This design comes from an exercise in tuning for small area and few clock cycles per item on the open sky130 flow, not from production work.
The RTL was checked by simulation tests, not by an equivalence proof against the original design.

==> flow/design.v <==
module aes_sbox (
    input  wire [7:0] a,
    output wire [7:0] y
);
    wire U0, U1, U2, U3, U4, U5, U6, U7;
    assign {U0, U1, U2, U3, U4, U5, U6, U7} = a;
    wire T1, T2, T3, T4, T5, T6, T7, T8, T9, T10, T11, T12, T13, T14, T15, T16, T17, T18, T19, T20, T21, T22, T23, T24, T25, T26, T27, M1, M2, M3, M4, M5, M6, M7, M8, M9, M10, M11, M12, M13, M14, M15, M16, M17, M18, M19, M20, M21, M22, M23, M24, M25, M26, M27, M28, M29, M30, M31, M32, M33, M34, M35, M36, M37, M38, M39, M40, M41, M42, M43, M44, M45, M46, M47, M48, M49, M50, M51, M52, M53, M54, M55, M56, M57, M58, M59, M60, M61, M62, M63, L0, L1, L2, L3, L4, L5, L6, L7, L8, L9, L10, L11, L12, L13, L14, L15, L16, L17, L18, L19, L20, L21, L22, L23, L24, L25, L26, L27, L28, L29;
    assign T1 = U0 ^ U3;
    assign T2 = U0 ^ U5;
    assign T3 = U0 ^ U6;
    assign T4 = U3 ^ U5;
    assign T5 = U4 ^ U6;
    assign T6 = T1 ^ T5;
    assign T7 = U1 ^ U2;
    assign T8 = U7 ^ T6;
    assign T9 = U7 ^ T7;
    assign T10 = T6 ^ T7;
    assign T11 = U1 ^ U5;
    assign T12 = U2 ^ U5;
    assign T13 = T3 ^ T4;
    assign T14 = T6 ^ T11;
    assign T15 = T5 ^ T11;
    assign T16 = T5 ^ T12;
    assign T17 = T9 ^ T16;
    assign T18 = U3 ^ U7;
    assign T19 = T7 ^ T18;
    assign T20 = T1 ^ T19;
    assign T21 = U6 ^ U7;
    assign T22 = T7 ^ T21;
    assign T23 = T2 ^ T22;
    assign T24 = T2 ^ T10;
    assign T25 = T20 ^ T17;
    assign T26 = T3 ^ T16;
    assign T27 = T1 ^ T12;
    assign M1 = T13 & T6;
    assign M2 = T23 & T8;
    assign M3 = T14 ^ M1;
    assign M4 = T19 & U7;
    assign M5 = M4 ^ M1;
    assign M6 = T3 & T16;
    assign M7 = T22 & T9;
    assign M8 = T26 ^ M6;
    assign M9 = T20 & T17;
    assign M10 = M9 ^ M6;
    assign M11 = T1 & T15;
    assign M12 = T4 & T27;
    assign M13 = M12 ^ M11;
    assign M14 = T2 & T10;
    assign M15 = M14 ^ M11;
    assign M16 = M3 ^ M2;
    assign M17 = M5 ^ T24;
    assign M18 = M8 ^ M7;
    assign M19 = M10 ^ M15;
    assign M20 = M16 ^ M13;
    assign M21 = M17 ^ M15;
    assign M22 = M18 ^ M13;
    assign M23 = M19 ^ T25;
    assign M24 = M22 ^ M23;
    assign M25 = M22 & M20;
    assign M26 = M21 ^ M25;
    assign M27 = M20 ^ M21;
    assign M28 = M23 ^ M25;
    assign M29 = M28 & M27;
    assign M30 = M26 & M24;
    assign M31 = M20 & M23;
    assign M32 = M27 & M31;
    assign M33 = M27 ^ M25;
    assign M34 = M21 & M22;
    assign M35 = M24 & M34;
    assign M36 = M24 ^ M25;
    assign M37 = M21 ^ M29;
    assign M38 = M32 ^ M33;
    assign M39 = M23 ^ M30;
    assign M40 = M35 ^ M36;
    assign M41 = M38 ^ M40;
    assign M42 = M37 ^ M39;
    assign M43 = M37 ^ M38;
    assign M44 = M39 ^ M40;
    assign M45 = M42 ^ M41;
    assign M46 = M44 & T6;
    assign M47 = M40 & T8;
    assign M48 = M39 & U7;
    assign M49 = M43 & T16;
    assign M50 = M38 & T9;
    assign M51 = M37 & T17;
    assign M52 = M42 & T15;
    assign M53 = M45 & T27;
    assign M54 = M41 & T10;
    assign M55 = M44 & T13;
    assign M56 = M40 & T23;
    assign M57 = M39 & T19;
    assign M58 = M43 & T3;
    assign M59 = M38 & T22;
    assign M60 = M37 & T20;
    assign M61 = M42 & T1;
    assign M62 = M45 & T4;
    assign M63 = M41 & T2;
    assign L0 = M61 ^ M62;
    assign L1 = M50 ^ M56;
    assign L2 = M46 ^ M48;
    assign L3 = M47 ^ M55;
    assign L4 = M54 ^ M58;
    assign L5 = M49 ^ M61;
    assign L6 = M62 ^ L5;
    assign L7 = M46 ^ L3;
    assign L8 = M51 ^ M59;
    assign L9 = M52 ^ M53;
    assign L10 = M53 ^ L4;
    assign L11 = M60 ^ L2;
    assign L12 = M48 ^ M51;
    assign L13 = M50 ^ L0;
    assign L14 = M52 ^ M61;
    assign L15 = M55 ^ L1;
    assign L16 = M56 ^ L0;
    assign L17 = M57 ^ L1;
    assign L18 = M58 ^ L8;
    assign L19 = M63 ^ L4;
    assign L20 = L0 ^ L1;
    assign L21 = L1 ^ L7;
    assign L22 = L3 ^ L12;
    assign L23 = L18 ^ L2;
    assign L24 = L15 ^ L9;
    assign L25 = L6 ^ L10;
    assign L26 = L7 ^ L9;
    assign L27 = L8 ^ L10;
    assign L28 = L11 ^ L14;
    assign L29 = L11 ^ L17;
    assign y[7] = L6 ^ L24;
    assign y[6] = ~(L16 ^ L26);
    assign y[5] = ~(L19 ^ L28);
    assign y[4] = L6 ^ L21;
    assign y[3] = L20 ^ L22;
    assign y[2] = L25 ^ L29;
    assign y[1] = ~(L13 ^ L27);
    assign y[0] = ~(L6 ^ L23);
endmodule
module aes_core (
    input  wire         clk,
    input  wire         rst,         
    input  wire         start,       
    input  wire         key_256,
    input  wire [255:0] key,
    input  wire [127:0] block_in,
    output wire         ready,
    output reg          done,        
    output wire [127:0] block_out
);
    reg  [127:0] state;     
    reg  [255:0] kreg;      
    reg          busy;
    reg          mode256;
    reg  [2:0]   cnt;       
    assign ready = !busy;
    wire         last = busy && (cnt == (mode256 ? 3'd6 : 3'd4));
    function [7:0] rcon;         
        input [3:0] i;
        rcon = i[3] ? (i[0] ? 8'h36 : 8'h1b) : (8'h01 << i[2:0]);
    endfunction
    function [31:0] rotword;
        input [31:0] w;
        rotword = {w[23:0], w[31:24]};
    endfunction
    function [127:0] expand4;    
        input [127:0] base;
        input [31:0]  t;
        reg   [31:0]  w0, w1, w2, w3;
        begin
            w0 = base[127:96] ^ t;
            w1 = base[95:64]  ^ w0;
            w2 = base[63:32]  ^ w1;
            w3 = base[31:0]   ^ w2;
            expand4 = {w0, w1, w2, w3};
        end
    endfunction
    wire [127:0] k_hi = kreg[255:128];
    wire [127:0] k_lo = kreg[127:0];
    wire [7:0]   rcon_a = mode256 ? 8'h00 : rcon({cnt, 1'b0} - 4'd1);
    wire [31:0]  sa_in  = mode256 ? k_lo[31:0] : rotword(k_hi[31:0]);
    wire [31:0]  sa_out;
    wire [127:0] nw_a   = expand4(k_hi, sa_out ^ {rcon_a, 24'h000000});
    wire [127:0] rk_r = mode256 ? k_lo : nw_a;
    wire [7:0]   rcon_b = !busy ? 8'h01 : mode256 ? rcon({1'b0, cnt}) : rcon({cnt, 1'b0});
    wire [31:0]  sb_w   = !busy ? (key_256 ? key[31:0] : key[159:128]) : nw_a[31:0];
    wire [31:0]  sb_in  = rotword(sb_w);
    wire [127:0] sb_base = !busy ? key[255:128] : rk_r;
    wire [31:0]  sb_out;
    wire [127:0] nw_b   = expand4(sb_base, sb_out ^ {rcon_b, 24'h000000});
    aes_sbox u_ks_a0 (.a(sa_in[31:24]), .y(sa_out[31:24]));
    aes_sbox u_ks_a1 (.a(sa_in[23:16]), .y(sa_out[23:16]));
    aes_sbox u_ks_a2 (.a(sa_in[15:8]),  .y(sa_out[15:8]));
    aes_sbox u_ks_a3 (.a(sa_in[7:0]),   .y(sa_out[7:0]));
    aes_sbox u_ks_b0 (.a(sb_in[31:24]), .y(sb_out[31:24]));
    aes_sbox u_ks_b1 (.a(sb_in[23:16]), .y(sb_out[23:16]));
    aes_sbox u_ks_b2 (.a(sb_in[15:8]),  .y(sb_out[15:8]));
    aes_sbox u_ks_b3 (.a(sb_in[7:0]),   .y(sb_out[7:0]));
    wire [127:0] kreg_hi_nx = busy ? (mode256 ? nw_a : nw_b)
                                   : (key_256 ? key[127:0] : nw_b);
    function [127:0] shift_rows;
        input [127:0] s;
        integer c, r;
        begin
            for (c = 0; c < 4; c = c + 1)
                for (r = 0; r < 4; r = r + 1)
                    shift_rows[127 - 8*(4*c + r) -: 8] = s[127 - 8*(4*((c + r) % 4) + r) -: 8];
        end
    endfunction
    function [7:0] xtime;
        input [7:0] a;
        xtime = {a[6:0], 1'b0} ^ (a[7] ? 8'h1b : 8'h00);
    endfunction
    function [31:0] mix_delta;
        input [31:0] col;
        reg [7:0] a0, a1, a2, a3, t;
        begin
            a0 = col[31:24];
            a1 = col[23:16];
            a2 = col[15:8];
            a3 = col[7:0];
            t  = (a0 ^ a1) ^ (a2 ^ a3);
            mix_delta[31:24] = t ^ xtime(a0 ^ a1);
            mix_delta[23:16] = t ^ xtime(a1 ^ a2);
            mix_delta[15:8]  = t ^ xtime(a2 ^ a3);
            mix_delta[7:0]   = t ^ xtime(a3 ^ a0);
        end
    endfunction
    function [127:0] mix_deltas;
        input [127:0] s;
        mix_deltas = {mix_delta(s[127:96]), mix_delta(s[95:64]),
                      mix_delta(s[63:32]),  mix_delta(s[31:0])};
    endfunction
    wire [127:0] sr0  = shift_rows(state);
    wire [127:0] lout = sr0 ^ mix_deltas(sr0) ^ k_hi;
    wire [127:0] sb1;
    wire [127:0] sr1  = shift_rows(sb1);
    wire [127:0] r1_out = sr1 ^ (mix_deltas(sr1) & {128{busy}}) ^ rk_r;
    assign block_out = r1_out;
    wire [127:0] din2 = busy ? r1_out : (block_in ^ key[255:128]);   
    wire [127:0] sb2;
    genvar gi;
    generate
        for (gi = 0; gi < 16; gi = gi + 1) begin : g_sbox
            aes_sbox u_sbox1 (.a(lout[127 - 8*gi -: 8]), .y(sb1[127 - 8*gi -: 8]));
            aes_sbox u_sbox2 (.a(din2[127 - 8*gi -: 8]), .y(sb2[127 - 8*gi -: 8]));
        end
    endgenerate
    always @(posedge clk) begin
        state <= sb2;
        kreg  <= {kreg_hi_nx, nw_b};
        if (rst) begin
            busy <= 1'b0;
            done <= 1'b0;
        end else begin
            done <= last;
            if (busy) begin
                if (last)
                    busy <= 1'b0;
                cnt <= cnt + 3'd1;
            end else if (start) begin
                mode256 <= key_256;
                busy    <= 1'b1;
                cnt     <= 3'd1;
            end
        end
    end
endmodule
==> flow/config.mk <==
export PLATFORM = sky130hd
export DESIGN_NAME = aes_core
export DESIGN_NICKNAME = aes_core
export VERILOG_FILES = /design/flow/design.v
export SDC_FILE = /design/flow/constraint.sdc
export NUM_CORES = 4
export LEC_CHECK = 0
export CAP_MARGIN = 20
export CORE_MARGIN = 2
export CORE_UTILIZATION = 60
export SLEW_MARGIN = 20
==> flow/constraint.sdc <==
create_clock -name core_clock -period 14.0 [get_ports {clk}]
set_input_delay 2.8000 -clock core_clock [delete_from_list [all_inputs] [get_ports {clk}]]
set_output_delay 2.8000 -clock core_clock [all_outputs]
set_load 0.01 [all_outputs]
standard.sh (not shown) runs the stock make flow with config.mk's settings and CLKGATE_MAP_FILE= SYNTH_SCRIPT=/design/flow/synth_recipe.tcl, a recipe that flattens the netlist after the stock synthesis.
==> flow/flow/run.sh <==
#!/bin/bash
# The standard layout (standard.sh), with synthesis run through
# flow/my_synth.tcl, and with the floorplan-stage timing repair and the
# timing-driven global placement turned off (timing is repaired after CTS),
# and the ports buffered with buf_1 cells.
# Tool logs: orfs/logs/..., and make's output in make.log.
set -euo pipefail
W=$PWD
export MY_ABC_SCRIPT=$W/flow/area.abc
export FLOW_SYNTH=$W/synth_recipe.tcl
sed "s#SYNTH_SCRIPT=[^ ]*#SYNTH_SCRIPT=$W/flow/my_synth.tcl REMOVE_ABC_BUFFERS=1 GPL_TIMING_DRIVEN=0 BUFFER_PORTS_ARGS=\"-buffer_cell sky130_fd_sc_hd__buf_1\"#" standard.sh > my_standard.sh
grep -q "SYNTH_SCRIPT=$W/flow/my_synth.tcl" my_standard.sh
bash my_standard.sh > make.log 2>&1
==> flow/flow/area.abc <==
strash
dch
map -a
topo
==> flow/flow/my_synth.tcl <==
# The standard flow's synthesis (synth_recipe.tcl, ORFS synth.tcl) with one change: the
# technology mapping. abc maps for area onto a small set of cells (XOR/XNOR
# gates, 2-input gates, AOI/OAI21, 2:1 muxes), which keeps the XOR structure
# of the RTL instead of breaking it into AND-OR logic.
proc abc {args} {
  set keep {xor2_1 xnor2_1 xor3_1 xnor3_1 nand2_1 nor2_1 inv_1 mux2i_1 mux2_1 and2_1 or2_1 a21oi_1 o21ai_0}
  set du {}
  foreach lib $::env(LIB_FILES) {
    set f [open $lib r]
    foreach {m c} [regexp -all -inline {cell\s*\(\s*"?(sky130_fd_sc_hd__[a-z0-9_]+)} [read $f]] {
      if { [lsearch -exact $keep [string range $c 17 end]] < 0 } { lappend du -dont_use $c }
    }
    close $f
  }
  set libargs {}
  foreach lib $::env(LIB_FILES) { lappend libargs -liberty $lib }
  yosys abc {*}$libargs {*}$du -constr $::env(OBJECTS_DIR)/abc.constr -script $::env(MY_ABC_SCRIPT) -D 14000
}
source $::env(FLOW_SYNTH)
The starting point went through all stages and came out clean.
Testbench counts at the start, summed over its fixed seeds: cycles 9,272, items 1,536.
Change:
--- a/flow/design.v
+++ b/flow/design.v
@@ -172,13 +172,13 @@
             expand4 = {w0, w1, w2, w3};
         end
     endfunction
     wire [127:0] k_hi = kreg[255:128];
     wire [127:0] k_lo = kreg[127:0];
     wire [7:0]   rcon_a = mode256 ? 8'h00 : rcon({cnt, 1'b0} - 4'd1);
-    wire [31:0]  sa_in  = mode256 ? k_lo[31:0] : rotword(k_hi[31:0]);
+    reg  [31:0]  sa_in;     
     wire [31:0]  sa_out;
     wire [127:0] nw_a   = expand4(k_hi, sa_out ^ {rcon_a, 24'h000000});
     wire [127:0] rk_r = mode256 ? k_lo : nw_a;
     wire [7:0]   rcon_b = !busy ? 8'h01 : mode256 ? rcon({1'b0, cnt}) : rcon({cnt, 1'b0});
     wire [31:0]  sb_w   = !busy ? (key_256 ? key[31:0] : key[159:128]) : nw_a[31:0];
     wire [31:0]  sb_in  = rotword(sb_w);
@@ -243,12 +243,13 @@
             aes_sbox u_sbox2 (.a(din2[127 - 8*gi -: 8]), .y(sb2[127 - 8*gi -: 8]));
         end
     endgenerate
     always @(posedge clk) begin
         state <= sb2;
         kreg  <= {kreg_hi_nx, nw_b};
+        sa_in <= (busy ? mode256 : key_256) ? nw_b[31:0] : rotword(kreg_hi_nx[31:0]);
         if (rst) begin
             busy <= 1'b0;
             done <= 1'b0;
         end else begin
             done <= last;
             if (busy) begin
What happened:
- count of clock-buffer cells in the layout climbs by 3
- final area drops by a few percent
- critical path depth drops by 7
- first-iteration DRC count drops by about a fifth
- setup slack gains 0.20 ns
- synthesized cell count climbs slightly
- utilization drops by 2.8 points
- worst hold slack gains 0.022 ns
Testbench counts after the change, summed over its fixed seeds: cycles 9,272, items 1,536.

port drivers added, routing unchanged:
How much do the figures lean on ideal ports? The routed layouts below were timed once more, with nothing changed but the port constraints.
Step 1 sets driving cells, clkbuf_16 on the clock port and buf_2 on the other inputs (assumed; they add their load-dependent delay and slew).
Step 2 also shifts input and output timing later by t, the mid clock arrival at the registers, as if the neighbouring blocks saw the same clock.
Slacks: ideal ports / drivers / drivers and shift; pairs: ideal ports / drivers.
run | t (ns) | setup WS [ns] | hold slack, ns | worst setup path after step 2 | pins driven straight from the clock port
the first run | 0.707 | 0.206 / 0.206 / 0.206 | 0.668 / 0.668 / 0.668 | register to register | 1
the second run | 0.765 | 0.409 / 0.409 / 0.409 | 0.691 / 0.691 / 0.691 | register to register | 1
After both steps every run listed still meets setup and hold.
